This design comes from an exercise in tuning for small area on the open sky130 flow, not from production work. Power is estimated from default activity; no workload was simulated.

==> v18 <==
==> flow/design.v <==
module fcb_fg (
    input  wire        clk,
    input  wire        rst,
    input  wire [3:0]  col_in,
    input  wire        il_tripped,
    output wire [3:0]  row_out,
    output wire [4:0]  kp_res,
    output reg  [2:0]  cs_speed,
    output reg  [1:0]  cs_mode,
    output reg  [1:0]  cs_thr,
    output wire        duty_we,
    output wire [2:0]  duty_val
);
    localparam [2:0] F_CHECK  = 3'd0,    
                     F_CHECKK = 3'd1,    
                     F_WAIT   = 3'd2,
                     F_SAMPLE = 3'd3,
                     F_DISP   = 3'd4,    
                     F_DISPK  = 3'd5;    
    reg [2:0] state;
    reg [1:0] row;
    reg [1:0] col;
    reg [6:0] dcnt;
    wire scanning = (state == F_WAIT) || (state == F_SAMPLE);
    assign row_out = scanning ? ~(4'b0001 << row) : 4'b1111;
    wire show_key = (state == F_DISPK) || (state == F_CHECKK);
    assign kp_res = show_key ? {1'b1, row, col} : 5'd0;
    wire [3:0] active_cols = ~col_in;
    reg  [1:0] first_col;
    always @(*) begin
        if (active_cols[0])      first_col = 2'd0;
        else if (active_cols[1]) first_col = 2'd1;
        else if (active_cols[2]) first_col = 2'd2;
        else                     first_col = 2'd3;
    end
    reg [1:0] op;
    reg [2:0] arg;
    always @(*) begin
        op  = 2'd0;
        arg = 3'd0;
        case ({row, col})
            4'h0: begin op = 2'd1; arg = 3'd1; end
            4'h1: begin op = 2'd1; arg = 3'd2; end
            4'h2: begin op = 2'd1; arg = 3'd3; end
            4'h3: begin op = 2'd2; arg = 3'd1; end
            4'h4: begin op = 2'd1; arg = 3'd4; end
            4'h7: begin op = 2'd2; arg = 3'd2; end
            4'hB: begin op = 2'd2; arg = 3'd3; end
            4'hC: begin op = 2'd3; arg = 3'd1; end
            4'hD: begin op = 2'd1; arg = 3'd0; end
            4'hE: begin op = 2'd3; arg = 3'd2; end
            default: ;
        endcase
    end
    assign duty_val = arg;
    assign duty_we  = (state == F_DISPK) && (op == 2'd1) && (cs_mode == 2'd0) && !il_tripped;
    always @(posedge clk) begin
        if (rst) begin
            state    <= F_CHECK;
            dcnt     <= 7'd0;
            cs_speed <= 3'd0;
            cs_mode  <= 2'd0;
            cs_thr   <= 2'd0;
        end else begin
            case (state)
                F_CHECK, F_CHECKK: begin
                    if (dcnt != 7'd0) begin
                        dcnt  <= dcnt - 7'd1;
                        state <= F_DISP;
                    end else begin
                        row   <= 2'd0;
                        state <= F_WAIT;
                    end
                end
                F_WAIT: state <= F_SAMPLE;
                F_SAMPLE: begin
                    if (active_cols != 4'd0) begin
                        col   <= first_col;
                        dcnt  <= 7'd99;
                        state <= F_DISPK;
                    end else if (row == 2'd3) begin
                        state <= F_DISP;
                    end else begin
                        row   <= row + 2'd1;
                        state <= F_WAIT;
                    end
                end
                F_DISPK: begin
                    case (op)
                        2'd1: cs_speed <= arg;
                        2'd2: cs_mode  <= arg[1:0];
                        2'd3: cs_thr   <= arg[1:0];
                        default: ;
                    endcase
                    state <= F_CHECKK;
                end
                default: state <= F_CHECK;
            endcase
        end
    end
endmodule
module fcb_bg (
    input  wire        clk,
    input  wire        rst,
    input  wire        data_in,
    input  wire [2:0]  cs_speed,
    input  wire [1:0]  cs_mode,
    input  wire [1:0]  cs_thr,
    output wire        data_oe,
    output reg         data_out,
    output reg         il_tripped,
    output reg  [1:0]  sn_status,
    output wire [52:0] disp_word,
    output reg         disp_wr,
    output wire        duty_we,
    output wire [2:0]  duty_val
);
    localparam [3:0] B_START     = 4'd0,
                     S_RATE      = 4'd1,
                     S_HIGH      = 4'd2,
                     S_LOW       = 4'd3,
                     S_CAP       = 4'd4,
                     S_DEC       = 4'd5,
                     B_INTERLOCK = 4'd6,
                     B_COOL      = 4'd7,
                     B_PATTERN   = 4'd8,
                     B_DWELL_ON  = 4'd9,
                     B_OFF       = 4'd10,
                     B_DWELL_OFF = 4'd11;
    localparam [1:0] M_UNSET = 2'd0, M_NATURAL = 2'd2, M_SLEEP = 2'd3;
    reg [3:0]  state;
    reg [1:0]  bg_md;
    reg [2:0]  bg_spd;
    reg [13:0] tmr;
    reg [10:0] cnt;
    reg        rd_valid;
    reg [2:0]  ge;          
    reg [31:0] frame;       
    reg [7:0]  ck;          
    reg [2:0]  d_spd;
    reg [1:0]  d_md;
    reg [1:0]  d_thr;
    reg        d_valid;
    reg [31:0] d_rd;
    reg [1:0]  d_st;
    reg        d_warn;
    reg [6:0] spd7;
    always @(*) begin
        casez (d_spd)
            3'b000:  spd7 = 7'd0;
            3'b001:  spd7 = 7'd30;
            3'b010:  spd7 = 7'd60;
            3'b011:  spd7 = 7'd80;
            default: spd7 = 7'd100;
        endcase
    end
    reg [7:0] thr8;
    always @(*) begin
        casez (d_thr)
            2'b00:   thr8 = 8'd100;
            2'b01:   thr8 = 8'd30;
            2'b10:   thr8 = 8'd40;
            default: thr8 = 8'd0;        
        endcase
    end
    assign disp_word = {spd7, d_md, thr8, d_valid, d_rd, d_st, d_warn};
    wire [4:0] td_div10 = frame[7:0] / 8'd10;
    wire [8:0] temp_int = frame[15:8] + {4'd0, td_div10};
    wire rate_limited = rd_valid && (cnt != 11'd0);
    wire       bit_ev  = cnt[0] && !cnt[7];
    wire       bit_val = (tmr <= 14'd49);
    wire       cx      = bit_val ^ !cnt[6];
    wire [7:0] ck_pos  = 8'd1 << cnt[3:1];
    reg  [7:0] ck_add;
    integer k;
    always @(*) begin
        ck_add[0] = ck_pos[0] & cx;
        for (k = 1; k < 8; k = k + 1)
            ck_add[k] = (ck_pos[k] & cx) | (ck_add[k-1] & ck[k-1]);
    end
    reg ge_sel;
    always @(*) begin
        case (cs_thr)
            2'd0:    ge_sel = ge[0];
            2'd1:    ge_sel = ge[1];
            default: ge_sel = ge[2];
        endcase
    end
    wire trip = !rd_valid || ge_sel;
    wire [13:0] dwell_m1 = (bg_md == M_SLEEP) ? 14'd1999 : 14'd999;
    assign data_oe = (state == S_HIGH) || (state == S_LOW);
    assign duty_we = ((state == B_INTERLOCK) && trip) ||
                     ((state == B_PATTERN) && (cs_mode == bg_md) && (bg_md != M_UNSET)) ||
                     ((state == B_OFF) && (cs_mode == bg_md));
    assign duty_val = (state == B_PATTERN) ? bg_spd : 3'd0;
    wire data_changed = (data_in != cnt[0]);
    reg disp_we, disp_warn;
    always @(*) begin
        disp_we   = 1'b0;
        disp_warn = 1'b0;
        case (state)
            B_INTERLOCK: if (trip) begin disp_we = 1'b1; disp_warn = 1'b1; end
            B_PATTERN:   if (cs_mode == bg_md) disp_we = 1'b1;
            B_OFF:       if (cs_mode == bg_md) disp_we = 1'b1;
            default: ;
        endcase
    end
    always @(posedge clk) begin
        if (rst) begin
            d_spd   <= 3'd0;
            d_md    <= 2'd0;
            d_thr   <= 2'd3;
            d_valid <= 1'b0;
            d_rd    <= 32'd0;
            d_st    <= 2'd0;
            d_warn  <= 1'b0;
        end else if (disp_we) begin
            d_spd   <= cs_speed;
            d_md    <= cs_mode;
            d_thr   <= cs_thr;
            d_valid <= rd_valid;
            if (sn_status == 2'd1)
                d_rd <= frame;
            d_st    <= sn_status;
            d_warn  <= disp_warn;
        end
    end
    always @(posedge clk) begin
        if (state != S_CAP && cnt != 11'd0)
            cnt <= cnt - 11'd1;
        if (rst) begin
            state      <= B_START;
            rd_valid   <= 1'b0;
            data_out   <= 1'b1;
            il_tripped <= 1'b1;
            sn_status  <= 2'd0;
            disp_wr    <= 1'b0;
        end else begin
            disp_wr <= disp_we;
            case (state)
                B_START: begin
                    bg_md  <= cs_mode;
                    bg_spd <= cs_speed;
                    state  <= S_RATE;
                end
                S_RATE: begin
                    if (rate_limited) begin
                        state <= B_INTERLOCK;
                    end else begin
                        data_out <= 1'b1;
                        tmr      <= 14'd9;
                        state    <= S_HIGH;
                    end
                end
                S_HIGH: begin
                    if (tmr == 14'd0) begin
                        data_out <= 1'b0;
                        tmr      <= 14'd179;
                        state    <= S_LOW;
                    end else begin
                        tmr <= tmr - 14'd1;
                    end
                end
                S_LOW: begin
                    if (tmr == 14'd0) begin
                        cnt     <= 11'd131;
                        ck      <= 8'd1;
                        tmr     <= 14'd99;
                        state   <= S_CAP;
                    end else begin
                        tmr <= tmr - 14'd1;
                    end
                end
                S_CAP: begin
                    if (data_changed) begin
                        cnt <= cnt - 11'd1;
                        if (cnt != 11'd47) begin
                            if (bit_ev && cnt[6])
                                frame <= {frame[30:0], bit_val};
                            if (bit_ev)
                                ck <= ck ^ ck_add;
                            tmr     <= 14'd99;
                        end else begin
                            state   <= S_DEC;           
                        end
                    end else begin
                        if (tmr == 14'd0)
                            state <= S_DEC;
                        else
                            tmr <= tmr - 14'd1;
                    end
                end
                S_DEC: begin
                    cnt <= 11'd0;
                    if (cnt != 11'd47) begin
                        sn_status <= 2'd2;               
                    end else if (ck == 8'd0) begin
                        rd_valid  <= 1'b1;
                        cnt       <= 11'd1999;
                        ge[0]     <= (temp_int >= 9'd100);
                        ge[1]     <= (temp_int >= 9'd30);
                        ge[2]     <= (temp_int >= 9'd40);
                        sn_status <= 2'd1;               
                    end else begin
                        sn_status <= 2'd3;               
                    end
                    state <= B_INTERLOCK;
                end
                B_INTERLOCK: begin
                    if (trip) begin
                        il_tripped <= 1'b1;
                        tmr        <= 14'd9999;
                        state      <= B_COOL;
                    end else begin
                        il_tripped <= 1'b0;
                        state      <= B_PATTERN;
                    end
                end
                B_COOL: begin
                    if (tmr == 14'd0)
                        state <= B_START;
                    else
                        tmr <= tmr - 14'd1;
                end
                B_PATTERN: begin
                    if (cs_mode != bg_md) begin
                        state <= B_START;
                    end else if (bg_md == M_NATURAL || bg_md == M_SLEEP) begin
                        tmr   <= dwell_m1;
                        state <= B_DWELL_ON;
                    end else begin
                        state <= B_START;
                    end
                end
                B_DWELL_ON: begin
                    if (cs_mode != bg_md)
                        state <= B_START;
                    else if (tmr == 14'd0)
                        state <= B_OFF;
                    else
                        tmr <= tmr - 14'd1;
                end
                B_OFF: begin
                    if (cs_mode != bg_md) begin
                        state <= B_START;
                    end else begin
                        tmr   <= dwell_m1;
                        state <= B_DWELL_OFF;
                    end
                end
                B_DWELL_OFF: begin
                    if (cs_mode != bg_md || tmr == 14'd0)
                        state <= B_START;
                    else
                        tmr <= tmr - 14'd1;
                end
                default: state <= B_START;
            endcase
        end
    end
endmodule
module fcb (
    input  wire        CLK,
    input  wire        RST,
    input  wire [3:0]  COL_IN,
    input  wire        DATA_IN,
    output wire [3:0]  ROW_OUT,
    output wire        COL_PULL,
    output wire        DATA_OE,
    output wire        DATA_OUT,
    output wire        DATA_PU,
    output reg  [15:0] MOTOR_DUTY,
    output reg         MOTOR_WR,
    output reg         MOTOR_EN,
    output wire [52:0] DISP_WORD,
    output wire        DISP_WR,
    output wire        IL_TRIPPED,
    output wire [1:0]  SN_STATUS,
    output wire [4:0]  KEY_CODE
);
    wire [2:0] cs_speed;
    wire [1:0] cs_mode;
    wire [1:0] cs_thr;
    wire       fg_duty_we, bg_duty_we;
    wire [2:0] fg_duty, bg_duty;
    reg  [2:0] duty;
    fcb_fg u_fg (
        .clk        (CLK),
        .rst        (RST),
        .col_in     (COL_IN),
        .il_tripped (IL_TRIPPED),
        .row_out    (ROW_OUT),
        .kp_res     (KEY_CODE),
        .cs_speed   (cs_speed),
        .cs_mode    (cs_mode),
        .cs_thr     (cs_thr),
        .duty_we    (fg_duty_we),
        .duty_val   (fg_duty)
    );
    fcb_bg u_bg (
        .clk        (CLK),
        .rst        (RST),
        .data_in    (DATA_IN),
        .cs_speed   (cs_speed),
        .cs_mode    (cs_mode),
        .cs_thr     (cs_thr),
        .data_oe    (DATA_OE),
        .data_out   (DATA_OUT),
        .il_tripped (IL_TRIPPED),
        .sn_status  (SN_STATUS),
        .disp_word  (DISP_WORD),
        .disp_wr    (DISP_WR),
        .duty_we    (bg_duty_we),
        .duty_val   (bg_duty)
    );
    assign COL_PULL = 1'b1;
    assign DATA_PU  = ~DATA_OE;
    always @(*) begin
        casez (duty)
            3'b000:  MOTOR_DUTY = 16'd0;
            3'b001:  MOTOR_DUTY = 16'd19660;
            3'b010:  MOTOR_DUTY = 16'd39321;
            3'b011:  MOTOR_DUTY = 16'd52428;
            default: MOTOR_DUTY = 16'd65535;
        endcase
    end
    always @(posedge CLK) begin
        if (RST) begin
            duty     <= 3'd0;
            MOTOR_WR <= 1'b0;
            MOTOR_EN <= 1'b0;
        end else begin
            MOTOR_EN <= 1'b1;
            MOTOR_WR <= bg_duty_we | fg_duty_we;
            if (bg_duty_we)
                duty <= bg_duty;
            else if (fg_duty_we)
                duty <= fg_duty;
        end
    end
endmodule
==> flow/flow/run.sh <==
#!/bin/bash
# Standard layout (the standard.sh, unchanged synthesis), except that the
# port buffers are the smallest buffer cell instead of the one buffer_ports picks.
set -euo pipefail
bash standard.sh "BUFFER_PORTS_ARGS=-buffer_cell sky130_fd_sc_hd__buf_1" finish > standard_make.log 2>&1
==> flow/standard.sh <==
#!/bin/bash
# synth_recipe.tcl (not shown) runs the flow's synth.tcl, then flattens the netlist and writes it again
# the make line also repeats each setting of config.mk as NAME=value (left out here)
make -C /OpenROAD-flow-scripts/flow DESIGN_CONFIG=/design/flow/config.mk WORK_HOME=/design/flow/orfs CLKGATE_MAP_FILE= SYNTH_SCRIPT=/design/flow/synth_recipe.tcl "${@:-finish}"
==> flow/config.mk <==
export PLATFORM = sky130hd
export DESIGN_NAME = fcb
export DESIGN_NICKNAME = fcb
export VERILOG_FILES = /design/flow/design.v
export SDC_FILE = /design/flow/constraint.sdc
export NUM_CORES = 4
export LEC_CHECK = 0
export CAP_MARGIN = 20
export CORE_MARGIN = 2
export CORE_UTILIZATION = 40
export CTS_BUF_LIST = sky130_fd_sc_hd__clkbuf_8
export SLEW_MARGIN = 20
==> flow/constraint.sdc <==
create_clock -name core_clock -period 10.0 [get_ports {CLK}]
set_input_delay 2.0000 -clock core_clock [delete_from_list [all_inputs] [get_ports {CLK}]]
set_output_delay 2.0000 -clock core_clock [all_outputs]
set_load 0.01 [all_outputs]
==> v27 (differences from v18) <==
==> flow/run.sh (new file) <==
#!/bin/bash
# synth_recipe.tcl (not shown) runs the flow's synth.tcl, then flattens the netlist and writes it again
# the make line also repeats each setting of config.mk as NAME=value (left out here)
make -C /OpenROAD-flow-scripts/flow DESIGN_CONFIG=/design/flow/config.mk WORK_HOME=/design/flow/orfs CLKGATE_MAP_FILE= SYNTH_SCRIPT=/design/flow/synth_recipe.tcl finish
--- a/flow/config.mk
+++ b/flow/config.mk
@@ -7,6 +7,6 @@
 export LEC_CHECK = 0
 export CAP_MARGIN = 20
 export CORE_MARGIN = 2
-export CORE_UTILIZATION = 40
+export CORE_UTILIZATION = 65
 export CTS_BUF_LIST = sky130_fd_sc_hd__clkbuf_8
 export SLEW_MARGIN = 20
removed: flow/flow/run.sh
removed: flow/standard.sh
==> v19 (differences from v18) <==
==> flow/design.v, changed modules only <==
module fcb_bg (
    input  wire        clk,
    input  wire        rst,
    input  wire        data_in,
    input  wire [2:0]  cs_speed,
    input  wire [1:0]  cs_mode,
    input  wire [1:0]  cs_thr,
    output wire        data_oe,
    output reg         data_out,
    output reg         il_tripped,
    output reg  [1:0]  sn_status,
    output wire [52:0] disp_word,
    output reg         disp_wr,
    output wire        duty_we,
    output wire [2:0]  duty_val
);
    localparam [3:0] B_START     = 4'd0,
                     S_RATE      = 4'd1,
                     S_HIGH      = 4'd2,
                     S_LOW       = 4'd3,
                     S_CAP       = 4'd4,
                     S_DEC       = 4'd5,
                     B_INTERLOCK = 4'd6,
                     B_COOL      = 4'd7,
                     B_PATTERN   = 4'd8,
                     B_DWELL_ON  = 4'd9,
                     B_OFF       = 4'd10,
                     B_DWELL_OFF = 4'd11;
    localparam [1:0] M_UNSET = 2'd0, M_NATURAL = 2'd2, M_SLEEP = 2'd3;
    reg [3:0]  state;
    reg [1:0]  bg_md;
    reg [2:0]  bg_spd;
    reg [13:0] tmr;
    reg [10:0] rate;        
    reg        rd_valid;
    reg [2:0]  ge;          
    reg        cap_val;
    reg [6:0]  cap_idx;
    reg [39:0] frame;
    reg [2:0]  d_spd;
    reg [1:0]  d_md;
    reg [1:0]  d_thr;
    reg        d_valid;
    reg [31:0] d_rd;
    reg [1:0]  d_st;
    reg        d_warn;
    reg [6:0] spd7;
    always @(*) begin
        casez (d_spd)
            3'b000:  spd7 = 7'd0;
            3'b001:  spd7 = 7'd30;
            3'b010:  spd7 = 7'd60;
            3'b011:  spd7 = 7'd80;
            default: spd7 = 7'd100;
        endcase
    end
    reg [7:0] thr8;
    always @(*) begin
        casez (d_thr)
            2'b00:   thr8 = 8'd100;
            2'b01:   thr8 = 8'd30;
            2'b10:   thr8 = 8'd40;
            default: thr8 = 8'd0;        
        endcase
    end
    assign disp_word = {spd7, d_md, thr8, d_valid, d_rd, d_st, d_warn};
    wire [7:0] b0 = frame[39:32];
    wire [7:0] b1 = frame[31:24];
    wire [7:0] b2 = frame[23:16];
    wire [7:0] b3 = frame[15:8];
    wire [7:0] b4 = frame[7:0];
    wire [7:0] sum = b0 + b1 + b2 + b3;
    wire [11:0] temp_x10 = b2 * 4'd10 + {4'd0, b3};
    wire rate_limited = rd_valid && (rate != 11'd0);
    reg ge_sel;
    always @(*) begin
        case (cs_thr)
            2'd0:    ge_sel = ge[0];
            2'd1:    ge_sel = ge[1];
            default: ge_sel = ge[2];
        endcase
    end
    wire trip = !rd_valid || ge_sel;
    wire [13:0] dwell_m1 = (bg_md == M_SLEEP) ? 14'd1999 : 14'd999;
    assign data_oe = (state == S_HIGH) || (state == S_LOW);
    assign duty_we = ((state == B_INTERLOCK) && trip) ||
                     ((state == B_PATTERN) && (cs_mode == bg_md) && (bg_md != M_UNSET)) ||
                     ((state == B_OFF) && (cs_mode == bg_md));
    assign duty_val = (state == B_PATTERN) ? bg_spd : 3'd0;
    wire data_changed = (data_in != cap_val);
    reg disp_we, disp_warn;
    always @(*) begin
        disp_we   = 1'b0;
        disp_warn = 1'b0;
        case (state)
            B_INTERLOCK: if (trip) begin disp_we = 1'b1; disp_warn = 1'b1; end
            B_PATTERN:   if (cs_mode == bg_md) disp_we = 1'b1;
            B_OFF:       if (cs_mode == bg_md) disp_we = 1'b1;
            default: ;
        endcase
    end
    always @(posedge clk) begin
        if (rst) begin
            d_spd   <= 3'd0;
            d_md    <= 2'd0;
            d_thr   <= 2'd3;
            d_valid <= 1'b0;
            d_rd    <= 32'd0;
            d_st    <= 2'd0;
            d_warn  <= 1'b0;
        end else if (disp_we) begin
            d_spd   <= cs_speed;
            d_md    <= cs_mode;
            d_thr   <= cs_thr;
            d_valid <= rd_valid;
            if (sn_status == 2'd1)
                d_rd <= frame[39:8];
            d_st    <= sn_status;
            d_warn  <= disp_warn;
        end
    end
    always @(posedge clk) begin
        if (rate != 11'd0)
            rate <= rate - 11'd1;
        if (rst) begin
            state      <= B_START;
            rd_valid   <= 1'b0;
            data_out   <= 1'b1;
            il_tripped <= 1'b1;
            sn_status  <= 2'd0;
            disp_wr    <= 1'b0;
        end else begin
            disp_wr <= disp_we;
            case (state)
                B_START: begin
                    bg_md  <= cs_mode;
                    bg_spd <= cs_speed;
                    state  <= S_RATE;
                end
                S_RATE: begin
                    if (rate_limited) begin
                        state <= B_INTERLOCK;
                    end else begin
                        data_out <= 1'b1;
                        tmr      <= 14'd9;
                        state    <= S_HIGH;
                    end
                end
                S_HIGH: begin
                    if (tmr == 14'd0) begin
                        data_out <= 1'b0;
                        tmr      <= 14'd179;
                        state    <= S_LOW;
                    end else begin
                        tmr <= tmr - 14'd1;
                    end
                end
                S_LOW: begin
                    if (tmr == 14'd0) begin
                        cap_val <= 1'b1;
                        cap_idx <= 7'd0;
                        tmr     <= 14'd99;
                        state   <= S_CAP;
                    end else begin
                        tmr <= tmr - 14'd1;
                    end
                end
                S_CAP: begin
                    if (data_changed) begin
                        if (cap_idx != 7'd84) begin
                            if (!cap_idx[0])
                                frame <= {frame[38:0], (tmr <= 14'd49)};
                            cap_idx <= cap_idx + 7'd1;
                            cap_val <= data_in;
                            tmr     <= 14'd99;
                        end else begin
                            cap_idx <= 7'd85;           
                            state   <= S_DEC;
                        end
                    end else begin
                        if (tmr == 14'd0)
                            state <= S_DEC;
                        else
                            tmr <= tmr - 14'd1;
                    end
                end
                S_DEC: begin
                    if (cap_idx != 7'd84) begin
                        sn_status <= 2'd2;               
                    end else if (sum == b4) begin
                        rd_valid  <= 1'b1;
                        rate      <= 11'd1999;
                        ge[0]     <= (temp_x10 >= 12'd1000);
                        ge[1]     <= (temp_x10 >= 12'd300);
                        ge[2]     <= (temp_x10 >= 12'd400);
                        sn_status <= 2'd1;               
                    end else begin
                        sn_status <= 2'd3;               
                    end
                    state <= B_INTERLOCK;
                end
                B_INTERLOCK: begin
                    if (trip) begin
                        il_tripped <= 1'b1;
                        tmr        <= 14'd9999;
                        state      <= B_COOL;
                    end else begin
                        il_tripped <= 1'b0;
                        state      <= B_PATTERN;
                    end
                end
                B_COOL: begin
                    if (tmr == 14'd0)
                        state <= B_START;
                    else
                        tmr <= tmr - 14'd1;
                end
                B_PATTERN: begin
                    if (cs_mode != bg_md) begin
                        state <= B_START;
                    end else if (bg_md == M_NATURAL || bg_md == M_SLEEP) begin
                        tmr   <= dwell_m1;
                        state <= B_DWELL_ON;
                    end else begin
                        state <= B_START;
                    end
                end
                B_DWELL_ON: begin
                    if (cs_mode != bg_md)
                        state <= B_START;
                    else if (tmr == 14'd0)
                        state <= B_OFF;
                    else
                        tmr <= tmr - 14'd1;
                end
                B_OFF: begin
                    if (cs_mode != bg_md) begin
                        state <= B_START;
                    end else begin
                        tmr   <= dwell_m1;
                        state <= B_DWELL_OFF;
                    end
                end
                B_DWELL_OFF: begin
                    if (cs_mode != bg_md || tmr == 14'd0)
                        state <= B_START;
                    else
                        tmr <= tmr - 14'd1;
                end
                default: state <= B_START;
            endcase
        end
    end
endmodule
==> flow/run.sh (new file) <==
#!/bin/bash
# synth_recipe.tcl (not shown) runs the flow's synth.tcl, then flattens the netlist and writes it again
# the make line also repeats each setting of config.mk as NAME=value (left out here)
make -C /OpenROAD-flow-scripts/flow DESIGN_CONFIG=/design/flow/config.mk WORK_HOME=/design/flow/orfs CLKGATE_MAP_FILE= SYNTH_SCRIPT=/design/flow/synth_recipe.tcl finish
--- a/flow/config.mk
+++ b/flow/config.mk
@@ -8,5 +8,4 @@
 export CAP_MARGIN = 20
 export CORE_MARGIN = 2
 export CORE_UTILIZATION = 40
-export CTS_BUF_LIST = sky130_fd_sc_hd__clkbuf_8
 export SLEW_MARGIN = 20
removed: flow/flow/run.sh
removed: flow/standard.sh
==> impl_results.md <==
* Post-synth top cells: nor2_1 (103), dfxtp_1 (86), edfxtp_1 (74)
* Outcome: no timing/DRC/antenna violations
* Hold worst-path end: u_bg.d_md[1]
* #FFs+latches synth at 160
* Worst r2r path cells at 12
* Ranking of synthesized cells by area: edfxtp_1 (25%), dfxtp_1 (20%), ha_1 (6.4%)
* Seq pwr share at 45.0%
* FF+latch area at 3944 um2
The numbers above come from v19.

==> impl_results.md <==
* Outcome: no timing/DRC/antenna violations
* FF+latch area at 3704 um2
* Nonclk inv count at 28
* Compound-cell area share of the yosys netlist at 14.85%
* Post-synth top cells: nand2_1 (113), nor2_1 (88), dfxtp_1 (86)
* GRT Util Overall at 17.05%
* Top power group: sequential cells
* Synth Area in Adders at 5.044%
* DIE AREA at 21240 um2
* Hold worst-path end: duty[0]
* Die W at 145.7 um
* RePlAce Congestion at 0.8574
* Tightest Hold Check Type: reg -> reg
* #FFs+latches synth at 152
The numbers above come from v18.

==> impl_results.md <==
* Outcome: no timing/DRC/antenna violations
* Max IR drop VDD at 166.1 uV
* Seq pwr share at 44.7%
* #FFs+latches synth at 152
* FF+latch area at 3704 um2
* Worst skew pair latency at 450 ps
* Nets@finish at 968
* Hold worst-path end: duty[2]
* Ranking of synthesized cells by area: edfxtp_1 (25%), dfxtp_1 (21%), nand2_1 (5.3%)
* DR WL met3 at 1163 um
The numbers above come from v27.

No functional check of the RTL was part of any run of this note.

static timing again, ports no longer ideal:
In the flow no input, the clock included, has a driving cell. The finished layouts below were timed again as built, in two steps.
Step 1, drivers: a clkbuf_16 drives CLK and a buf_2 each remaining input, both assumed.
Step 2 also shifts input and output timing later by t, the mid clock arrival at the registers, as if the neighbouring blocks saw the same clock.
Slacks: ideal / step 1 / step 2; pairs: ideal / step 1.
run	t, ns	setup slack, ns	clock arrival spread, ns
v18	0.487	5.088 / 5.088 / 5.088	0.020 / 0.020
v27	0.482	5.020 / 5.020 / 5.020	0.014 / 0.014
v19	0.469	5.555 / 5.512 / 5.751	0.008 / 0.008
After both steps setup and hold are still met in every run listed.
